This is an optimization exercise on Yosys and OpenROAD, whose aim is small area, a short achievable clock period and few clock cycles, not a production implementation.
Where RTL was checked, it was by simulation tests only, not by an equivalence proof against the original.
Power is estimated from default activity; no workload was simulated.

Design hist_norm, start of the top module:
module hist_norm (
    input  wire        clk,
    input  wire        rst,           
    input  wire        start,         
    output reg         busy,
    output reg         done,          
    output wire [7:0]  err_code,      
    output reg  [8:0]  err_info,      
    output wire [8:0]  alpha,         
    output wire [7:0]  imax_o,        
    output reg         fallback,      
    output reg         raw_rd,
    output wire [8:0]  raw_addr,
    input  wire [31:0] raw_rdata,
    output reg         f_rd,
    output wire [7:0]  f_raddr,
    input  wire [11:0] f_rdata,
    output wire        f_we,
    output wire [7:0]  f_waddr,
    output wire [11:0] f_wdata
);
Size: ~250 flip-flops, ~120 I/O pins, about 19,000 µm² of cells after synthesis.
make LEC_CHECK=0 CAP_MARGIN=20 CORE_MARGIN=2 CORE_UTILIZATION=40 SLEW_MARGIN=20 finish   # period 10.0 ns
run.sh (not shown) runs the stock make flow with config.mk's settings and CLKGATE_MAP_FILE= SYNTH_SCRIPT=/design/flow/synth_recipe.tcl, a recipe that flattens the netlist after the stock synthesis.
The baseline finished clean.
Testbench counts at the start, summed over its fixed seeds: cycles 100,164.
Next try:
==> flow/flow/run.sh (new file) <==
#!/bin/bash
set -euo pipefail
export SETUP_SLACK_MARGIN=6.4
export BUFFER_PORTS_ARGS="-buffer_cell sky130_fd_sc_hd__buf_2"
bash standard.sh > flow_make.log 2>&1
==> flow/standard.sh (new file) <==
#!/bin/bash
# synth_recipe.tcl (not shown) runs the flow's synth.tcl, then flattens the netlist and writes it again
# the make line also repeats each setting of config.mk as NAME=value (left out here)
make -C /OpenROAD-flow-scripts/flow DESIGN_CONFIG=/design/flow/config.mk WORK_HOME=/design/flow/orfs CLKGATE_MAP_FILE= SYNTH_SCRIPT=/design/flow/synth_recipe.tcl "${@:-finish}"
removed: flow/run.sh
Effect: Worst setup slack is better by 1300 ps. Synthesized area stays the same. Wire length is higher by 8.4%. Non-clock buffer count is higher by 76.

## v7
Another version of the RTL of hist_norm (not shown whole).
Size in the first run: ~2200 cells after synthesis, about 240 flip-flops, ~120 I/O pins.
Settings: LEC_CHECK=0, CAP_MARGIN=20, CORE_MARGIN=2, CORE_UTILIZATION=40, SLEW_MARGIN=20; clock period 10.0 ns.
Stock flow here: none of the scripts above is used.
v7 did not stop at any stage, and its layout met the timing, DRC and antenna checks.
Changes in v27 relative to v7:
Settings: setting ABC_CLOCK_PERIOD_IN_PS to 3000 for the first time.
Results
- Total number of vias came out exactly the same in v27 and v7.
- Going from v7 to v27, length of routed met3 wiring was more or less identical, number of input and output port buffers inserted essentially unchanged, worst setup slack has remained practically unchanged.
- As far as cell count goes, v27 and v7 are indistinguishable; the numbers are identical.
- Summary of v27 over v7: die area stayed essentially flat, final standard cell area without fillers stayed essentially flat.
- Re total power: no difference whatsoever between v7 and v27.
Function was not checked in any run of this note: the RTL went through the layout flow alone.

## job 101
The RTL this note starts from:
==> flow/design.v <==
module hist_norm (
    input  wire        clk,
    input  wire        rst,           
    input  wire        start,         
    output reg         busy,
    output reg         done,          
    output wire [7:0]  err_code,      
    output wire [8:0]  err_info,      
    output wire [8:0]  alpha,         
    output wire [7:0]  imax_o,        
    output reg         fallback,      
    output reg         raw_rd,
    output wire [8:0]  raw_addr,
    input  wire [31:0] raw_rdata,
    output reg         f_rd,
    output wire [7:0]  f_raddr,
    input  wire [11:0] f_rdata,
    output wire        f_we,
    output wire [7:0]  f_waddr,
    output wire [11:0] f_wdata
);
    localparam [3:0] S_IDLE = 4'd0,
                     S_P1   = 4'd1,     
                     S_P1F  = 4'd2,     
                     S_P1E  = 4'd3,     
                     S_P2   = 4'd4,     
                     S_FX1  = 4'd5,     
                     S_FX2  = 4'd6,     
                     S_FX3  = 4'd7,     
                     S_FX4  = 4'd8,     
                     S_WR   = 4'd9,     
                     S_FBS  = 4'd10,    
                     S_FBE  = 4'd11,    
                     S_FBD  = 4'd12,    
                     S_FBW  = 4'd13,    
                     S_DONE = 4'd14;
    localparam SEGW = 5;                
    localparam NSEG = 8;                
    reg [3:0]  state, ns;
    reg [8:0]  a;             
    reg [8:0]  p;             
    reg        rv;            
    reg        pv;            
    reg [31:0] din;           
    reg        dnz;           
    reg [4:0]  dmsb;          
    reg        dv;            
    reg        sv;            
    reg [3:0]  shq;           
    reg [3:0]  j0q;           
    reg [39:0] total;         
    reg [NSEG-1:1] tcy;       
    reg [5:0]  mt;            
    reg        nz;            
    reg [8:0]  hi1;           
    reg [7:0]  imax;          
    reg [2:0]  ec;            
    reg [41:0] w;             
    reg [11:0] q;             
    reg [3:0]  j;             
    reg        bsy;           
    reg        nzc;           
    reg        more;          
    reg        rp;            
    reg        rb;            
    reg        we;
    reg [7:0]  waddr;
    reg [11:0] fval;
    reg [12:0] resid;         
    reg        fxok;          
    assign err_code = {5'd0, ec};
    assign err_info = {ec[1], imax & {8{ec[1]}}};
    assign alpha    = hi1;
    assign imax_o   = imax;
    assign raw_addr = a;
    assign f_raddr  = a[7:0];
    assign f_we     = we;
    assign f_waddr  = waddr;
    assign f_wdata  = fval;
    wire [5:0]  sdiff = mt - {1'b0, dmsb};
    wire [3:0]  sh    = (sdiff > 6'd11) ? 4'd11 : sdiff[3:0];
    wire [41:0] wload = {10'd0, din} << shq;
    wire        wneg  = w[41];
    wire [42:0] wop   = {1'b0, total, 2'b00} ^ {43{~wneg}};
    wire [42:0] wsum  = {w[40:0], 1'b0, 1'b1} + {wop[42:1], ~wneg};
    wire [41:0] wnext = wsum[42:1];
    wire        qbit  = !wnext[41];
    wire        last  = bsy && (j == 4'd0);
    wire        load  = (state == S_P2) && sv && (!bsy || last);
    wire        gt    = din > w[31:0];
    reg  [39:0] tsum;
    reg  [NSEG:1] tco;
    integer     s, b;
    reg         c;
    always @* begin
        for (s = 0; s < NSEG; s = s + 1) begin
            c = (s == 0) ? 1'b0 : tcy[s];
            for (b = s * SEGW; b < (s + 1) * SEGW; b = b + 1) begin
                tsum[b] = total[b] ^ (b < 32 ? din[b] : 1'b0) ^ c;
                c = (total[b] & (b < 32 ? din[b] : 1'b0)) |
                    (c & (total[b] ^ (b < 32 ? din[b] : 1'b0)));
            end
            tco[s + 1] = c;
        end
    end
    wire [8:0]  a_inc  = a + 9'd1;
    wire [8:0]  p_inc  = p + 9'd1;
    wire        more_n = raw_rd ? (a_inc < hi1) : more;
    wire        dv_n   = rv || (dv && !load);
    wire        bsy_n  = load || (bsy && !last);
    wire [3:0]  j_n    = load ? j0q : (j - 4'd1);
    wire        rd_p2  = (state == S_P2) && more_n && !raw_rd &&
                         (!dv_n || !bsy_n || (j_n[3:1] == 3'd0));
    reg  [5:0]  mtn;
    reg  [4:0]  rmsb;
    integer     k;
    always @* begin
        mtn = 6'd0;
        for (k = 0; k < 40; k = k + 1)
            if (total[k]) mtn = k[5:0];
        rmsb = 5'd0;
        for (k = 0; k < 32; k = k + 1)
            if (raw_rdata[k]) rmsb = k[4:0];
    end
    wire        rfix  = (state == S_FX3);
    wire [12:0] radd  = rfix ? {1'b0, din[11:0]} :
                        (state == S_FBD) ? 13'd0 : ~{1'b0, fval};
    wire [13:0] rsum  = {resid, 1'b1} + {radd, !rfix};
    wire [12:0] rnew  = rsum[13:1];
    wire [11:0] fadd  = (state == S_FBD) ? 12'hFFF : {11'd0, rb};
    wire [11:0] fnew  = fval + fadd;
    always @* begin
        ns = state;
        case (state)
        S_IDLE, S_DONE: ns = start ? S_P1 : S_IDLE;
        S_P1: begin
            if (pv && p == 9'd511 && (nz || dnz))
                ns = S_DONE;
            else if (pv && p == 9'd255)
                ns = S_P1F;
        end
        S_P1F: if (p == 9'd256 + NSEG - 2) ns = S_P1E;
        S_P1E: ns = nz ? S_P2 : S_DONE;
        S_P2:  if (!more && !rv && !dv && !bsy && !rp && !we) ns = S_FX1;
        S_FX1: ns = S_FX2;
        S_FX2: ns = S_FX3;
        S_FX3: ns = S_FX4;
        S_FX4: ns = fxok ? S_WR : S_FBS;
        S_WR:  ns = S_DONE;
        S_FBS: if (pv && p[7:0] == 8'd255) ns = S_FBE;
        S_FBE: ns = S_FBD;
        S_FBD: ns = S_FBW;
        S_FBW: ns = (resid == 13'd0) ? S_DONE : S_FBS;
        default: ns = S_IDLE;
        endcase
    end
    always @(posedge clk) begin
        if (rst) begin
            state  <= S_IDLE;
            busy   <= 1'b0;
            done   <= 1'b0;
            raw_rd <= 1'b0;
            f_rd   <= 1'b0;
            we     <= 1'b0;
            rv     <= 1'b0;
            pv     <= 1'b0;
            rp     <= 1'b0;
        end else begin
            state  <= ns;
            busy   <= (ns != S_IDLE) && (ns != S_DONE);
            done   <= (ns == S_DONE);
            raw_rd <= (ns == S_P1) || (ns == S_P1F) || ((state == S_P1E) && nz) || rd_p2;
            f_rd   <= (ns == S_FX1) || (ns == S_FBS);
            rv     <= raw_rd || f_rd;
            rp     <= (state == S_P2) && last;
            we     <= ((state == S_P1) && pv && !p[8] && !dnz && nz) ||
                      rp || ((state == S_FX4) && fxok) || (state == S_FBD);
            case (state)
            S_P1, S_P1F, S_FBS: pv <= rv;
            default:            pv <= 1'b0;
            endcase
        end
    end
    always @(posedge clk) begin
        if (rv) begin
            din  <= (state == S_P1 || state == S_P1F || state == S_P2) ? raw_rdata : {20'd0, f_rdata};
            dnz  <= |raw_rdata;
            dmsb <= rmsb;
        end
        shq <= sh;
        j0q <= dnz ? (4'd12 - sh) : 4'd1;
        j   <= j_n;
        q   <= load ? 12'd0 : {q[10:0], qbit};
        if (raw_rd || f_rd)
            a <= a_inc;
        case (state)
        S_IDLE, S_DONE: begin
            a     <= 9'd256;
            p     <= 9'd256;
            total <= 40'd0;
            tcy   <= {(NSEG-1){1'b0}};
            w     <= 42'd0;
            nz    <= 1'b0;
            fval  <= 12'd0;
            resid <= 13'd2048;
        end
        S_P1: begin
            if (!pv) begin
                ec <= 3'd0;
            end else begin
                p <= p_inc;
                if (p[8]) begin
                    if (dnz)
                        imax <= p[7:0];
                    if (p == 9'd511) begin
                        nz <= 1'b0;
                        if (nz || dnz)
                            ec <= 3'b110;
                    end else if (dnz) begin
                        nz <= 1'b1;
                    end
                end else begin
                    total <= tsum;
                    tcy   <= tco[NSEG-1:1];
                    if (dnz) begin
                        nz  <= 1'b1;
                        hi1 <= p_inc;
                    end
                    if (gt) begin
                        w    <= {10'd0, din};
                        imax <= p[7:0];
                    end
                    if (!dnz)
                        waddr <= p[7:0];
                end
            end
        end
        S_P1F: begin
            p     <= p_inc;
            total <= tsum;
            tcy   <= tco[NSEG-1:1];
        end
        S_P1E: begin
            mt   <= mtn;
            a    <= 9'd0;
            p    <= 9'h1FF;
            dv   <= 1'b0;
            sv   <= 1'b0;
            bsy  <= 1'b0;
            more <= 1'b1;
            if (!nz)
                ec <= 3'b101;
        end
        S_P2: begin
            more <= more_n;
            dv   <= dv_n;
            sv   <= dv_n && !rv;
            bsy  <= bsy_n;
            if (we)
                resid <= rnew;
            if (bsy)
                w <= wnext;
            if (last) begin
                fval  <= q;
                rb    <= qbit | (nzc && (q == 12'd0));
                waddr <= p[7:0];
            end
            if (rp)
                fval <= fnew;
            if (load) begin
                w   <= wload;
                nzc <= dnz;
                p   <= p_inc;
            end
            if (ns == S_FX1)
                a <= {1'b0, imax};
        end
        S_FX3: begin
            fval  <= rnew[11:0];
            waddr <= imax;
            fxok  <= !rnew[12] && (rnew != 13'd0);
        end
        S_FX4: begin
            fallback <= !fxok;
            a        <= 9'd0;
            p        <= 9'd0;
            w        <= 42'd0;
        end
        S_FBS: begin
            if (pv) begin
                p <= p_inc;
                if (gt) begin
                    w     <= {10'd0, din};
                    waddr <= p[7:0];
                end
            end
        end
        S_FBE: fval <= w[11:0];
        S_FBD: begin
            fval  <= fnew;
            resid <= rnew;
        end
        S_FBW: begin
            a <= 9'd0;
            p <= 9'd0;
            w <= 42'd0;
        end
        default: ;
        endcase
    end
endmodule
Settings: LEC_CHECK=0, CAP_MARGIN=20, CORE_MARGIN=2, CORE_UTILIZATION=40, CTS_CLUSTER_DIAMETER=80, CTS_CLUSTER_SIZE=30, SLEW_MARGIN=20; clock period 10.0 ns.
standard.sh (not shown) runs the stock make flow with config.mk's settings and CLKGATE_MAP_FILE= SYNTH_SCRIPT=/design/flow/synth_recipe.tcl, a recipe that flattens the netlist after the stock synthesis.
==> flow/flow/run.sh <==
#!/bin/bash
set -euo pipefail
export SETUP_SLACK_MARGIN=6.4
export BUFFER_PORTS_ARGS="-buffer_cell sky130_fd_sc_hd__buf_2"
bash standard.sh > flow_make.log 2>&1
Testbench counts of job 101, summed over its fixed seeds: cycles 100,952.
### job 101 -> job 102
- CTS_CLUSTER_DIAMETER removed (was 80)
- CTS_CLUSTER_SIZE removed (was 30)
==> flow/flow/run.sh <==
#!/bin/bash
set -euo pipefail
export SETUP_SLACK_MARGIN=6.0
export BUFFER_PORTS_ARGS="-buffer_cell sky130_fd_sc_hd__buf_2"
bash standard.sh > flow_make.log 2>&1
Notes after the runs:
In the metrics for job 102 and job 101, the one carrying the lower number of nets in the layout is job 102.
The timing startpoint of the critical path comes out din[28]$_SDFFCE_PN0P_ in one run and state[0]$_SDFF_PP0_ in the other, namely in job 102 and job 101 respectively.
Job 102 vs. job 101: fraction of layout instances using a drive strength above 1 went down by 2.5 points; slack of the critical path went down by 0.31 ns; sequential share of layout area went up by 0.39 points; die extent in y was more or less identical.
Input-level comparison between job 103 and job 102:
- a change of CAP_MARGIN from 20 to 0
- a change of SLEW_MARGIN from 20 to 0
==> flow/flow/run.sh <==
#!/bin/bash
set -euo pipefail
export SETUP_SLACK_MARGIN=6.4
export BUFFER_PORTS_ARGS="-buffer_cell sky130_fd_sc_hd__buf_2"
bash standard.sh > flow_make.log 2>&1
Findings:
Compared with job 102, job 103 is the less power-hungry design.
On job 103: layout filler cell count is about 0.9% lower than what job 102 gave.
Layout-stage area growth over the synthesis result (job 103 over job 102): increase, 1.6 points
--- input diff job 103..job 104 ---
- CAP_MARGIN now 20, was 0
- SLEW_MARGIN now 20, was 0
==> flow/flow/run.sh <==
#!/bin/bash
set -euo pipefail
export SETUP_SLACK_MARGIN=6.8
export BUFFER_PORTS_ARGS="-buffer_cell sky130_fd_sc_hd__buf_2"
bash standard.sh > flow_make.log 2>&1
Notes after the runs:
Number of cells in the design after placement of job 103 is on par with job 104. On combinational power, the lower figure sits with job 103, not job 104. Delta (job 104 minus job 103): worst path setup slack after routing went up 0.098 ns; total power after layout saw an increase; area growth from synthesis to layout rose 11 points; later-pin clock latency in the skew report held steady. The higher instance count on the critical path came out of job 104. Between job 103 and job 104, minimum clock period decreased. Between job 104 and job 103, it is job 104 whose area taken by multi-input logic gates is higher, by 7.8%.
Modified inputs, job 105 compared to job 104
==> flow/flow/run.sh <==
#!/bin/bash
set -euo pipefail
export SETUP_SLACK_MARGIN=6.5
export BUFFER_PORTS_ARGS="-buffer_cell sky130_fd_sc_hd__buf_2"
bash standard.sh > flow_make.log 2>&1
Findings:
Looking at job 104 and job 105, the met3 usage in global routing is a wash.
Critical path's largest stage delay: job 105 vs job 104, no meaningful difference
Job 105 vs job 104 — sequential share of layout area rose 2.6 points.
Sort job 104 and job 105 by met2 wire length, ascending, and job 105 comes first.
Taking job 104 as the reference point, the met2 usage in global routing of job 105 falls by 2.6 points.
In the tables for job 104 and job 105, vias per cell reads lower with job 105.
Note that the cell area recorded for job 104 amounts to 1.09 times the value seen in job 105.
Area fraction of clock buffers and clock inverters, job 104 and job 105: smaller value in job 104
Summary of job 105 over job 104: cell depth of the worst setup path has decreased, wire length has decreased.

[what the ideal ports hide]
No port has a modelled driver above. Below, the same layouts with a new extraction and two added sets of constraints. Step 1 assumes that a clkbuf_16 drives the clock port and a buf_2 every other input. Step 2 times the ports against the registers' clock, not the clock port: input delays grow and output delays shrink by t, the midpoint of the rising clock arrivals with the driver on. a / b / c = ideal ports / drivers / drivers and shift; a / b = the first two.
run	shift t [ns]	setup WS [ns]	worst setup path after step 2	latest minus earliest clock arrival (ns)	worst register clock-pin slew, ns
the first run of note 1	0.629	4.845 / 4.845 / 4.845	register to register	0.021 / 0.021	0.07 / 0.07
the second run of note 1	0.629	6.164 / 6.164 / 6.042	input to register	0.014 / 0.015	0.07 / 0.07
v7	0.633	5.274 / 5.274 / 5.076	input to register	0.020 / 0.019	0.07 / 0.07
v27	0.633	5.274 / 5.274 / 5.076	input to register	0.020 / 0.019	0.07 / 0.07
job 101	0.591	6.496 / 6.496 / 6.240	input to register	0.029 / 0.030	0.11 / 0.11
job 102	0.629	6.189 / 6.189 / 6.156	input to register	0.021 / 0.020	0.07 / 0.07
job 103	0.617	6.454 / 6.454 / 6.209	input to register	0.030 / 0.030	0.06 / 0.06
job 104	0.635	6.552 / 6.512 / 6.220	input to register	0.021 / 0.021	0.07 / 0.07
job 105	0.623	6.562 / 6.546 / 6.200	input to register	0.033 / 0.033	0.07 / 0.07
After both steps every run listed still meets setup and hold. For job 105, which loses most, drivers alone change the setup slack by -0.016 ns; drivers and shift together by -0.362 ns.
